This is an optimization exercise on Yosys and OpenROAD, whose aim is small area, a short achievable clock period and few clock cycles, not a production implementation.
The RTL was checked by simulation tests, not by an equivalence proof against the original design.

[design/flow/run.sh]
#!/bin/bash
# synth_recipe.tcl (not shown) runs the flow's synth.tcl, then flattens the netlist and writes it again
# the make line also repeats each setting of config.mk as NAME=value (left out here)
make -C /OpenROAD-flow-scripts/flow DESIGN_CONFIG=/design/flow/config.mk WORK_HOME=/design/flow/orfs CLKGATE_MAP_FILE= SYNTH_SCRIPT=/design/flow/synth_recipe.tcl finish
[design/flow/design.v]
module pong_physics (
    input  wire        clk,
    input  wire        rst,
    input  wire        cmd_valid,
    input  wire [39:0] cmd,
    output wire        cmd_ready,
    output reg         resp_valid,
    output reg  [15:0] resp,
    input  wire        tick_req
);
    localparam signed [15:0] INIT_SPEED      = 16'sd3072;
    localparam signed [15:0] SERVE_X_LEFT    = 16'sd256;
    localparam signed [15:0] SERVE_X_RIGHT   = 16'sd16128;
    localparam signed [15:0] SERVE_Y         = 16'sd4096;
    localparam signed [15:0] PADDLE_INIT_POS = 16'sd512;
    localparam signed [15:0] PADDLE_X0       = 16'sd1;
    localparam signed [15:0] PADDLE_X1       = 16'sd126;
    localparam signed [15:0] X_LIMIT         = 16'sd16384;
    localparam signed [15:0] Y_LIMIT         = 16'sd8192;
    localparam signed [15:0] SPIN_GAIN       = 16'sd24;
    localparam signed [15:0] ENGLISH_GAIN    = 16'sd48;
    localparam [7:0] OP_NOP     = 8'h00;
    localparam [7:0] OP_TICKON  = 8'h01;
    localparam [7:0] OP_TICKOFF = 8'h02;
    localparam [7:0] OP_STEP    = 8'h10;
    localparam [7:0] OP_BOUNCE  = 8'h11;
    localparam [7:0] OP_WALLS   = 8'h12;
    localparam [7:0] OP_TICK    = 8'h13;
    localparam [7:0] OP_SERVE   = 8'h14;
    localparam [7:0] OP_RDB     = 8'h18;
    localparam [7:0] OP_WRB     = 8'h19;
    localparam [7:0] OP_SETY    = 8'h20;
    localparam [7:0] OP_GETY    = 8'h21;
    localparam [7:0] OP_RDP     = 8'h28;
    localparam [7:0] OP_WRP     = 8'h29;
    localparam [7:0] OP_REGPT   = 8'h30;
    localparam [7:0] OP_CHKPT   = 8'h31;
    localparam [7:0] OP_RDSC    = 8'h38;
    localparam [2:0] S_IDLE  = 3'd0;
    localparam [2:0] S_EXEC  = 3'd1;
    localparam [2:0] S_TSTEP = 3'd2;
    localparam [2:0] S_TB0   = 3'd3;
    localparam [2:0] S_TB1   = 3'd4;
    localparam [2:0] S_TWALL = 3'd5;
    reg signed [15:0] px, py, vx, vy, spin;
    reg signed [15:0] pad_pos0, pad_pos1, pad_vel0, pad_vel1;
    reg        [7:0]  score0, score1;
    reg               tick_en;
    reg [2:0]  state;
    reg [39:0] cmd_q;
    reg        tick_pend;
    reg        tick_from_cmd;
    assign cmd_ready = (state == S_IDLE) && !tick_pend && !rst;
    wire [7:0]  op   = cmd_q[39:32];
    wire [7:0]  opa  = cmd_q[31:24];
    wire [7:0]  opb  = cmd_q[23:16];
    wire signed [15:0] imm = cmd_q[15:0];
    wire        sel  = cmd_q[24];
    wire signed [15:0] st_spin = spin - (spin / 16'sd384);
    wire signed [15:0] st_dv   = st_spin / 16'sd48;
    wire signed [15:0] st_vy1  = (vx > 16'sd0) ? (vy + st_dv) : (vy - st_dv);
    wire signed [15:0] st_vy   = st_vy1 - (st_vy1 / 16'sd192);
    wire signed [15:0] st_px   = px + (vx / 16'sd64);
    wire signed [15:0] st_py   = py + (st_vy / 16'sd64);
    reg bsel;
    always @(*) begin
        case (state)
            S_TB0:   bsel = 1'b0;
            S_TB1:   bsel = 1'b1;
            default: bsel = sel;
        endcase
    end
    wire signed [15:0] b_pos  = bsel ? pad_pos1 : pad_pos0;
    wire signed [15:0] b_vel  = bsel ? pad_vel1 : pad_vel0;
    wire signed [15:0] b_lane = bsel ? PADDLE_X1 : PADDLE_X0;
    wire signed [15:0] b_bx   = px / 16'sd128;
    wire signed [15:0] b_by   = py / 16'sd128;
    wire signed [15:0] b_top  = (b_pos >>> 4) - 16'sd4;
    wire signed [15:0] b_off  = b_by - b_top;
    wire               b_hit  = (b_bx == b_lane) && (b_off >= 16'sd0) && (b_off < 16'sd8);
    reg signed [15:0] b_mag;
    always @(*) begin
        case (b_off[2:0])
            3'd0, 3'd7: b_mag = 16'sd768;
            3'd1, 3'd6: b_mag = 16'sd1536;
            3'd2, 3'd5: b_mag = 16'sd2304;
            default:    b_mag = 16'sd3072;
        endcase
    end
    wire signed [15:0] b_kick  = b_off[2] ? b_mag : -b_mag;
    wire signed [15:0] b_sum   = (vy * 16'sd3) + b_kick;
    wire signed [15:0] b_blend = b_sum / 16'sd4;
    wire signed [15:0] b_vy    = b_blend + (b_vel * ENGLISH_GAIN);
    wire signed [15:0] b_vx    = -vx;
    wire signed [15:0] b_px    = bsel ? (px - 16'sd128) : (px + 16'sd128);
    wire signed [15:0] b_spin  = bsel ? (spin - b_vel * SPIN_GAIN) : (spin + b_vel * SPIN_GAIN);
    wire w_left  = (px < 16'sd0);
    wire w_right = !w_left && (px >= X_LIMIT);
    wire w_hexit = w_left || w_right;
    wire signed [15:0] w_vy0 = w_hexit ? 16'sd0 : vy;
    wire w_top   = (py < 16'sd0);
    wire w_bot   = !w_top && (py >= Y_LIMIT);
    wire signed [15:0] w_py  = w_top ? -py :
                               w_bot ? (16'sd8191 - {3'b000, py[12:0]}) : py;
    wire signed [15:0] w_vy  = (w_top || w_bot) ? -w_vy0 : w_vy0;
    wire signed [15:0] w_px  = w_left ? SERVE_X_RIGHT : w_right ? SERVE_X_LEFT : px;
    wire signed [15:0] w_vx  = w_left ? -INIT_SPEED : w_right ? INIT_SPEED : vx;
    wire signed [15:0] w_spin = w_hexit ? 16'sd0 : spin;
    wire               w_bounced = w_top || w_bot;
    wire       no_pend  = !score0[7] && !score1[7];
    wire [7:0] score0_inc = (score0 + 8'd1) | 8'h80;
    wire [7:0] score1_inc = (score1 + 8'd1) | 8'h80;
    wire signed [15:0] s_pos   = sel ? pad_pos1 : pad_pos0;
    wire signed [15:0] s_vel   = sel ? pad_vel1 : pad_vel0;
    wire signed [15:0] s_delta = imm - s_pos;
    wire signed [15:0] s_sum   = (s_vel * 16'sd3) + s_delta;
    wire signed [15:0] s_newv  = s_sum / 16'sd4;
    reg [15:0] rdb_val, rdp_val;
    always @(*) begin
        case (opa)
            8'd0:    rdb_val = px;
            8'd1:    rdb_val = py;
            8'd2:    rdb_val = vx;
            8'd3:    rdb_val = vy;
            8'd4:    rdb_val = spin;
            default: rdb_val = 16'h0000;
        endcase
        case (opb)
            8'd0:    rdp_val = s_pos;
            8'd1:    rdp_val = s_vel;
            8'd2:    rdp_val = sel ? PADDLE_X1 : PADDLE_X0;
            default: rdp_val = 16'h0000;
        endcase
    end
    always @(posedge clk) begin
        if (rst) begin
            px            <= SERVE_X_LEFT;
            py            <= SERVE_Y;
            vx            <= INIT_SPEED;
            vy            <= 16'sd0;
            spin          <= 16'sd0;
            pad_pos0      <= PADDLE_INIT_POS;
            pad_pos1      <= PADDLE_INIT_POS;
            pad_vel0      <= 16'sd0;
            pad_vel1      <= 16'sd0;
            score0        <= 8'h00;
            score1        <= 8'h00;
            tick_en       <= 1'b0;
            state         <= S_IDLE;
            cmd_q         <= 40'd0;
            tick_pend     <= 1'b0;
            tick_from_cmd <= 1'b0;
            resp_valid    <= 1'b0;
            resp          <= 16'h0000;
        end else begin
            resp_valid <= 1'b0;
            if (state != S_IDLE && tick_req)
                tick_pend <= 1'b1;
            case (state)
                S_IDLE: begin
                    if (tick_pend) begin
                        tick_pend <= 1'b0;
                        if (tick_en) begin
                            tick_from_cmd <= 1'b0;
                            state         <= S_TSTEP;
                        end
                    end else if (cmd_valid) begin
                        cmd_q     <= cmd;
                        state     <= S_EXEC;
                        tick_pend <= tick_req;
                    end else if (tick_req && tick_en) begin
                        tick_from_cmd <= 1'b0;
                        state         <= S_TSTEP;
                    end
                end
                S_EXEC: begin
                    resp  <= 16'h0000;
                    state <= S_IDLE;
                    resp_valid <= 1'b1;
                    case (op)
                        OP_TICKON:  tick_en <= 1'b1;
                        OP_TICKOFF: tick_en <= 1'b0;
                        OP_STEP: begin
                            spin <= st_spin;
                            vy   <= st_vy;
                            px   <= st_px;
                            py   <= st_py;
                        end
                        OP_BOUNCE: begin
                            if (b_hit) begin
                                vx   <= b_vx;
                                px   <= b_px;
                                spin <= b_spin;
                                vy   <= b_vy;
                                resp <= 16'h0001;
                            end
                        end
                        OP_WALLS: begin
                            px   <= w_px;
                            py   <= w_py;
                            vx   <= w_vx;
                            vy   <= w_vy;
                            spin <= w_spin;
                            if (no_pend && w_left)  score1 <= score1_inc;
                            if (no_pend && w_right) score0 <= score0_inc;
                            resp <= {15'd0, w_bounced};
                        end
                        OP_TICK: begin
                            resp_valid    <= 1'b0;
                            tick_from_cmd <= 1'b1;
                            state         <= S_TSTEP;
                        end
                        OP_SERVE: begin
                            score0[7] <= 1'b0;
                            score1[7] <= 1'b0;
                            px   <= score1[7] ? SERVE_X_RIGHT : SERVE_X_LEFT;
                            vx   <= score1[7] ? -INIT_SPEED : INIT_SPEED;
                            py   <= SERVE_Y;
                            vy   <= 16'sd0;
                            spin <= 16'sd0;
                            pad_pos0 <= PADDLE_INIT_POS;
                            pad_pos1 <= PADDLE_INIT_POS;
                            pad_vel0 <= 16'sd0;
                            pad_vel1 <= 16'sd0;
                        end
                        OP_RDB: resp <= rdb_val;
                        OP_WRB: begin
                            case (opa)
                                8'd0: px   <= imm;
                                8'd1: py   <= imm;
                                8'd2: vx   <= imm;
                                8'd3: vy   <= imm;
                                8'd4: spin <= imm;
                                default: ;
                            endcase
                        end
                        OP_SETY: begin
                            if (sel) begin
                                pad_vel1 <= s_newv;
                                pad_pos1 <= imm;
                            end else begin
                                pad_vel0 <= s_newv;
                                pad_pos0 <= imm;
                            end
                        end
                        OP_GETY: resp <= s_pos >>> 4;
                        OP_RDP:  resp <= rdp_val;
                        OP_WRP: begin
                            if (opb == 8'd0) begin
                                if (sel) pad_pos1 <= imm; else pad_pos0 <= imm;
                            end else if (opb == 8'd1) begin
                                if (sel) pad_vel1 <= imm; else pad_vel0 <= imm;
                            end
                        end
                        OP_REGPT: begin
                            if (no_pend) begin
                                if (sel) score1 <= score1_inc;
                                else     score0 <= score0_inc;
                            end
                        end
                        OP_CHKPT: resp <= {14'd0, score1[7], score0[7]};
                        OP_RDSC:  resp <= {8'd0, sel ? score1 : score0};
                        default: ;   
                    endcase
                end
                S_TSTEP: begin
                    spin  <= st_spin;
                    vy    <= st_vy;
                    px    <= st_px;
                    py    <= st_py;
                    state <= S_TB0;
                end
                S_TB0, S_TB1: begin
                    if (b_hit) begin
                        vx   <= b_vx;
                        px   <= b_px;
                        spin <= b_spin;
                        vy   <= b_vy;
                    end
                    state <= (state == S_TB0) ? S_TB1 : S_TWALL;
                end
                S_TWALL: begin
                    px   <= w_px;
                    py   <= w_py;
                    vx   <= w_vx;
                    vy   <= w_vy;
                    spin <= w_spin;
                    if (no_pend && w_left)  score1 <= score1_inc;
                    if (no_pend && w_right) score0 <= score0_inc;
                    state <= S_IDLE;
                    if (tick_from_cmd) begin
                        resp_valid <= 1'b1;
                        resp       <= 16'h0000;
                    end
                end
                default: state <= S_IDLE;
            endcase
        end
    end
endmodule
[design/flow/constraint.sdc]
create_clock -name core_clock -period 30.0 [get_ports {clk}]
set_input_delay 6.0000 -clock core_clock [delete_from_list [all_inputs] [get_ports {clk}]]
set_output_delay 6.0000 -clock core_clock [all_outputs]
set_load 0.01 [all_outputs]
[design/flow/config.mk]
export PLATFORM = sky130hd
export DESIGN_NAME = pong_physics
export DESIGN_NICKNAME = pong_physics
export VERILOG_FILES = /design/flow/design.v
export SDC_FILE = /design/flow/constraint.sdc
export NUM_CORES = 4
export LEC_CHECK = 0
export CAP_MARGIN = 20
export CORE_MARGIN = 2
export CORE_UTILIZATION = 40
export SLEW_MARGIN = 20
==> out/results.tsv <==
metric	value	unit
Root Driver	clkbuf_16	
syn avg cell area	7.11	um2
P&R area growth vs syn	8.96	%
Post-DRT Antenna Nets	0	
number of enable flip-flop cells after synthesis	0	
Sum Neg Setup Slack	0	ns
Crit path required time	30.48	ns
total iterations of the first detailed-routing run	6	
Setup CP Type	flip-flop to flip-flop	
final instance area	30400	um2
period utilisation layout	0.830	
Mapped Cells	3918	
Synth Area in Adders	0.140	
final slew viol count	0	
register area share after synthesis	0.160	
Max stage delay on crit path	0.74	ns
Critical Path Slowest Stage Cell	a2bb2oi_1	
largest family of logic cells by synthesized area	compound AO/OA/AOI/OAI gates	
layout cells sized above 1	0.0553	
Post-Synth Simple-Gate Area	0.218	
asr flop ratio synth	0	
Hold Fails Final Rpt	0	
CTS tree	built	
commonest non-fill, non-tap cell in the layout	nand2_1	
CP Buf/Inv Count	4	
number of global-route vias before repair	27300	
FF+latch count, synth	223	
io pins	62	
fmax	40.2	MHz
GRT overflow	0	
Post-CTS Setup Repair Bufs	0	
first-pass GRT wire length	162000	um
Final setup viols	0	
Slew Limit Headroom	0.247	
Die ar.	71800	um2
WL/cell	21.9	um
RSZ-0062 raised after global routing	no	
most frequent cell on the critical path	a21o_1	
H-tree level count	1	
Top FF cell, synth	dfxtp_1	
dpl cell area	29400	um2
Arr. time, crit path	25.37	ns
post-synthesis mux area share	0.0322	
HPWL Detailed	77500	um
top cell type's share of synthesized area	0.160	
final setup skew	0.0253	ns
Cells after DPL	4749	
TritonCTS Buffers	27	
complex-gate fraction of the synthesized area	0.298	
I/O Buffers	61	
clk sinks	223	
Layout Cells excl Fill	4800	
row count	96	
Die Y	268	um
Initial Utilization	0.405	
cts hold-fix bufs	0	
CTS resizes	0	
final core utilization	0.441	
Nets	4173	
XOR/XNOR Fraction of Synth Area	0.0907	
Total Wirelength	105000	um
Worst setup EP type	flip-flop	
Die Wd	268	um
Worst-Margin Slew	1.13	ns
CP Max Fanout	20	
Vias	29400	
largest net degree at the start of global routing	99	
Largest delay share family, worst path	compound AO/OA/AOI/OAI gates	
Syn. warnings	1	
DRC Markers	0	
synth top area cells	dfxtp_1 16%, ha_1 10%, a21oi_1 6.7%	
cell taking the most area after synthesis	dfxtp_1	
Vias/cell	6.12	
clk slew on worst S/H paths	0.06	ns
Mapped Area	27900	um2
Tot GR Track Use	0.288	
initial antenna violation count	1	
CTS max path bufs	3	
critical path startpoint category	flip-flop	
most frequent cells in the layout	467 x nand2_1, 427 x nor2_1, 373 x a21oi_1	
status	complete, no violations	
Synth cell types	108	
Initial DRC Count	3108	
Max-Cap Viols	0	
Worst Hold Class	flip-flop to flip-flop	
worst skew pair latency	0.59	ns
Core Region	68800	um2
syn_nets	4243	
Final GP Congestion	0.979	
minimum clock period	24.89	ns
metrics by stage:
stage / worst slack, ns / hold slack [ns]
floorplan: 8.73 / 0.431
global placement: 5.71 / 0.441
detailed placement: 5.39 / 0.444
finish: 5.11 / 0.451
CTS: 5.32 / 0.453
global route: 2.49 / 0.467
worst register-to-register path, delay by kind of cell, from the launching register on:
family	cells	cell delay, ns
multiplexers	5	0.93
flip-flops	1	0.47
buffers and inverters	4	0.38
adder cells (fa/ha/maj)	8	2.15
AO/OA/AOI/OAI	66	14.67
XOR/XNOR	4	0.73
AND/OR/NAND/NOR	23	5.45
kinds of logic (layout without fill, tap and decap cells):
group,count (synthesis),count (layout)
muxes,87,87
adders and majority gates,284,284
buffers and inverters,446,396
DFF,223,223
AOI/OAI and AO/OA,1260,1260
and+or+nand+nor,1332,1332
xor gates and xnor gates,286,286
other,0,1
synth_stat cells, drive strengths merged (33+ instances only):
cell type,number
o21ai,246
a221oi,33
a21o,77
o21bai,45
a31oi,44
nor3,102
xor2,92
inv,212
fa,48
a211oi,79
xnor2,194
a22oi,43
o31ai,35
nand2,467
nand3,75
dfxtp,223
o22ai,49
buf,34
a21oi,376
clkbuf,197
nand2b,40
ha,233
nor2,433
o211ai,33
mux2i,66
path summary, 6_finish.rpt:
| path | start | to | slack, ns | depth (start not counted) |
|---|---|---|---|---|
| max | spin[9] | py[15] | 5.11 | 110 |
| min | cmd_q[30] | cmd_q[30] | 0.45 | 2 |
| max reg2reg | spin[9] | py[15] | 5.11 | 110 |
| min reg2reg | cmd_q[30] | cmd_q[30] | 0.45 | 2 |
state kept, by name (all words and copies together), names as in the netlist, named ones only:
| signal | flops |
|---|---|
| px | 16 |
| tick_from_cmd | 1 |
| py | 16 |
| vy | 16 |
| score0 | 8 |
| state | 3 |
| spin | 16 |
| pad_pos0 | 16 |
| resp | 16 |
| tick_en | 1 |
| cmd_q | 40 |
| pad_vel1 | 16 |
| tick_pend | 1 |
| score1 | 8 |
| pad_vel0 | 16 |
| pad_pos1 | 16 |
| resp_valid | 1 |
| vx | 15 |
routing by layer:
layer / part of all wire / vias to the layer above / global-route usage
met5: 0.000095 / - / 0
met4: 0.059 / 2 / 0.151
met3: 0.084 / 306 / 0.0434
met2: 0.43 / 1394 / 0.451
met1: 0.42 / 13700 / 0.381
li1: - / 14000 / -
cell type report:
cell class | instances | area [um2]
Fill cell | 7139 | 38500
Multi-Input combinational cell | 3249 | 21800
Sequential cell | 223 | 4470
Tap cell | 931 | 1160
Timing Repair Buffer | 132 | 1140
Inverter | 215 | 807
Clock buffer | 35 | 746
Clock inverter | 14 | 234
Antenna cell | 1 | 2.50
Testbench counts, summed over its fixed seeds: cycles 86,257.

-- afterwards: timing with drivers on the ports --
The flow's constraints put no driver on any port. The routed layout listed below was extracted and timed again, unchanged, in two steps.
Step 1: set_driving_cell puts a clkbuf_16 on clk and a buf_2 on each other input, an assumption about the parent block.
Step 2 times the ports against the registers' clock, not the clock port: input delays grow and output delays shrink by t, the midpoint of the rising clock arrivals with the driver on.
Slacks: no drivers / after step 1 / after step 2; pairs: no drivers / after step 1.
t (ns): 0.639
slack for setup (ns): 5.108 / 5.108 / 5.108
worst register clock-pin slew, ns: 0.07 / 0.07
worst data-port slew with drivers (ns): 0.07
After both steps this run still meets setup and hold. For this run, drivers alone change the setup slack by 0.000 ns; drivers and shift together by 0.000 ns.
